This is an optimization exercise on Yosys and OpenROAD, whose aim is small area, a short achievable clock period and few clock cycles, not a production implementation.
The RTL was checked by simulation tests, not by an equivalence proof against the original design.

## sv_core
module sv_core (
    input  wire        clk,
    input  wire        rst,
    input  wire        cmd_valid,
    output wire        cmd_ready,
    input  wire [1:0]  cmd_op,
    input  wire [31:0] cmd_x,
    input  wire [31:0] cmd_g,
    input  wire [31:0] cmd_k,
    output reg         rsp_valid,
    output wire [7:0]  rsp_status,
    output wire [31:0] rsp_lp,
    output wire [31:0] rsp_hp,
    output wire [31:0] rsp_bp
);
    localparam OP_PROCESS = 2'd0;
    localparam OP_RESET   = 2'd1;
    localparam OP_SETCOEF = 2'd2;
    localparam [31:0] ONE    = 32'h3F800000;    
    localparam [31:0] G_RST  = 32'h3F800000;    
    localparam [31:0] GK_RST = 32'h40400000;    
    localparam [31:0] D_RST  = 32'h3E800000;    
    localparam [7:0]  K_MIN_E = 8'h77;          
    reg  st_idle, st_r, st_s1, st_s2, st_s3, st_s4, st_s5, st_s6, st_s7;
    reg  st_c1, st_c2, st_c3, st_dv;
    reg  [3:0]  cnt;
    reg  [31:0] g, gk, d;
    reg  [31:0] s1, s2;
    reg  [31:0] xr, mr, ar;
    reg         st_inv, st_ill;
    wire dv_last;
    wire ready = st_idle | st_r | dv_last;
    assign cmd_ready  = ready;
    assign rsp_status = {5'd0, st_ill, 1'b0, st_inv};
    assign rsp_lp = s2;
    assign rsp_hp = xr;
    assign rsp_bp = ar;
    wire acc = cmd_valid & ready;
    wire [31:0] mul_y, add_y;
    reg  sm_rdy, sm_x, sm_ar;              
    reg  sa_x, sa_m, sa_ar;                
    reg  sb_m, sb_s2;                      
    reg  s_sub;
    wire [31:0] mul_a = ({32{sm_rdy}} & gk) | ({32{st_s3}} & d) | ({32{~(sm_rdy | st_s3)}} & g);
    wire [31:0] mul_b = ({32{sm_rdy}} & s1) | ({32{sm_x}} & xr) | ({32{sm_ar}} & ar);
    wire [31:0] add_a = ({32{sa_x}} & xr) | ({32{sa_m}} & mr) | ({32{sa_ar}} & ar);
  ...
export LEC_CHECK = 0
export ABC_AREA = 1
export CAP_MARGIN = 20
export CORE_MARGIN = 2
export CORE_UTILIZATION = 42
export PLACE_DENSITY = 0.55
export SLEW_MARGIN = 20
export TNS_END_PERCENT = 10
create_clock -name core_clock -period 24.0 [get_ports {clk}]
standard.sh (not shown) runs the stock make flow with config.mk's settings and CLKGATE_MAP_FILE= SYNTH_SCRIPT=/design/flow/synth_recipe.tcl, a recipe that flattens the netlist after the stock synthesis.
==> flow/flow/run.sh <==
#!/bin/bash
# Layout: the standard flow (standard.sh: unchanged synthesis and steps),
# with ORFS's repair_timing asked to leave a setup slack margin of 14.2 ns,
# so that it sizes and buffers the critical paths for a short achieved
# period. The clock, its period and the constraints are the standard flow's.
set -euo pipefail
bash standard.sh SETUP_SLACK_MARGIN=14.2 finish > standard_finish.log 2>&1
The baseline passed the timing, design-rule and antenna checks.
Testbench counts at the start, summed over its fixed seeds: cycles 52,586.
==> next run, changes <==
==> flow/flow/run.sh (replaced) <==
#!/bin/bash
# Layout: the standard flow (standard.sh: unchanged synthesis and steps),
# with ORFS's repair_timing asked to leave a setup slack margin of 13 ns,
# so that it sizes and buffers the critical paths for a short achieved
# period. The clock, its period and the constraints are the standard flow's.
set -euo pipefail
bash standard.sh SETUP_SLACK_MARGIN=13 finish > standard_finish.log 2>&1
- CORE_UTILIZATION: 42 -> 40
- GPL_ROUTABILITY_DRIVEN: default -> 0
- PLACE_DENSITY: 0.55 -> 0.5
- TNS_END_PERCENT: 10 -> 5
After rerunning:
- The new run produced a clean layout
- setup slack degrades by 550 ps
- synthesized cell count is unchanged
- wire length is higher by about 0.4%
- via count drops by about 2%
- fmax came out lower by about 5%
- die area increases by 4.9%
- utilization drops by 6.3 points
- register-to-register slack got worse by 550 ps
- worst hold slack stays flat
==> next run, changes <==
==> flow/flow/run.sh (replaced) <==
#!/bin/bash
# Layout: the standard flow (standard.sh: unchanged synthesis and steps),
# with ORFS's repair_timing asked to leave a setup slack margin of 12.5 ns,
# so that it sizes and buffers the critical paths for a short achieved
# period. The clock, its period and the constraints are the standard flow's.
set -euo pipefail
bash standard.sh SETUP_SLACK_MARGIN=12.5 finish > standard_finish.log 2>&1
- GPL_ROUTABILITY_DRIVEN: 0 -> default
Effect:
- The changed run ran to the end with no violations
- clock skew increases by 17 ps
- wire length increases by 2.2%
- non-clock buffer count decreases by 62
- clock-buffer cell count decreases by 3
- die area does not change
- core utilization decreases by 0.76 points
- setup slack is worse by 310 ps
- final area decreases by 1.6%
==> next run, changes <==
==> flow/flow/run.sh (replaced) <==
#!/bin/bash
# Layout: the standard flow (standard.sh: unchanged synthesis and steps),
# with ORFS's repair_timing asked to leave a setup slack margin of 13 ns,
# so that it sizes and buffers the critical paths for a short achieved
# period. The clock, its period and the constraints are the standard flow's.
set -euo pipefail
bash standard.sh SETUP_SLACK_MARGIN=13 finish > standard_finish.log 2>&1
What happened:
- count of clock-buffer cells in the layout does not change
- worst setup slack gains 470 ps
- register-to-register slack improved by 470 ps
- wire length increases by 1.1%
- cell area came out higher by 2.7%
- synthesized cell count is unchanged
- maximum frequency goes up by 4.4%
- worst hold slack is about the same
- die area is unchanged
==> next run, changes <==
==> flow/flow/run.sh (replaced) <==
#!/bin/bash
# Layout: the standard flow (standard.sh: unchanged synthesis and steps),
# with ORFS's repair_timing asked to leave a setup slack margin of 13.5 ns,
# so that it sizes and buffers the critical paths for a short achieved
# period. The clock, its period and the constraints are the standard flow's.
set -euo pipefail
bash standard.sh SETUP_SLACK_MARGIN=13.5 finish > standard_finish.log 2>&1
Maximum frequency went up by 4.1%.
Global-route usage went up by 0.44 points.
Die area is unchanged.
Clock-buffer cell count does not change.
Setup slack gains 420 ps.
Flip-flop and latch count does not change.
Critical path depth went down by 2.
Final area went up by about 4%.
Non-clock buffer count went up by 127.

-- what the ideal ports hide --
In the flow no input, the clock included, has a driving cell. The finished layouts below were timed again as built, in two steps. Step 1, drivers: a clkbuf_16 drives clk and a buf_2 each remaining input, both assumed. Step 2, shift: input delay + t, output delay - t, t = (earliest + latest rising clock arrival at the registers) / 2. This alone moves slack from input paths to output paths. Slacks: ideal ports / drivers / drivers and shift; pairs: ideal ports / drivers.
run	t, ns	setup WS [ns]	worst setup path at the end	slew at the worst register clock pin (ns)
the first run	0.638	13.700 / 13.700 / 13.700	register to register	0.08 / 0.08
the second run	0.657	13.148 / 13.148 / 13.148	register to register	0.09 / 0.09
the third run	0.667	12.840 / 12.840 / 12.840	register to register	0.07 / 0.07
the fourth run	0.676	13.311 / 13.311 / 13.311	register to register	0.07 / 0.07
the fifth run	0.661	13.729 / 13.729 / 13.729	register to register	0.07 / 0.07
After both steps setup and hold are still met in every run listed.
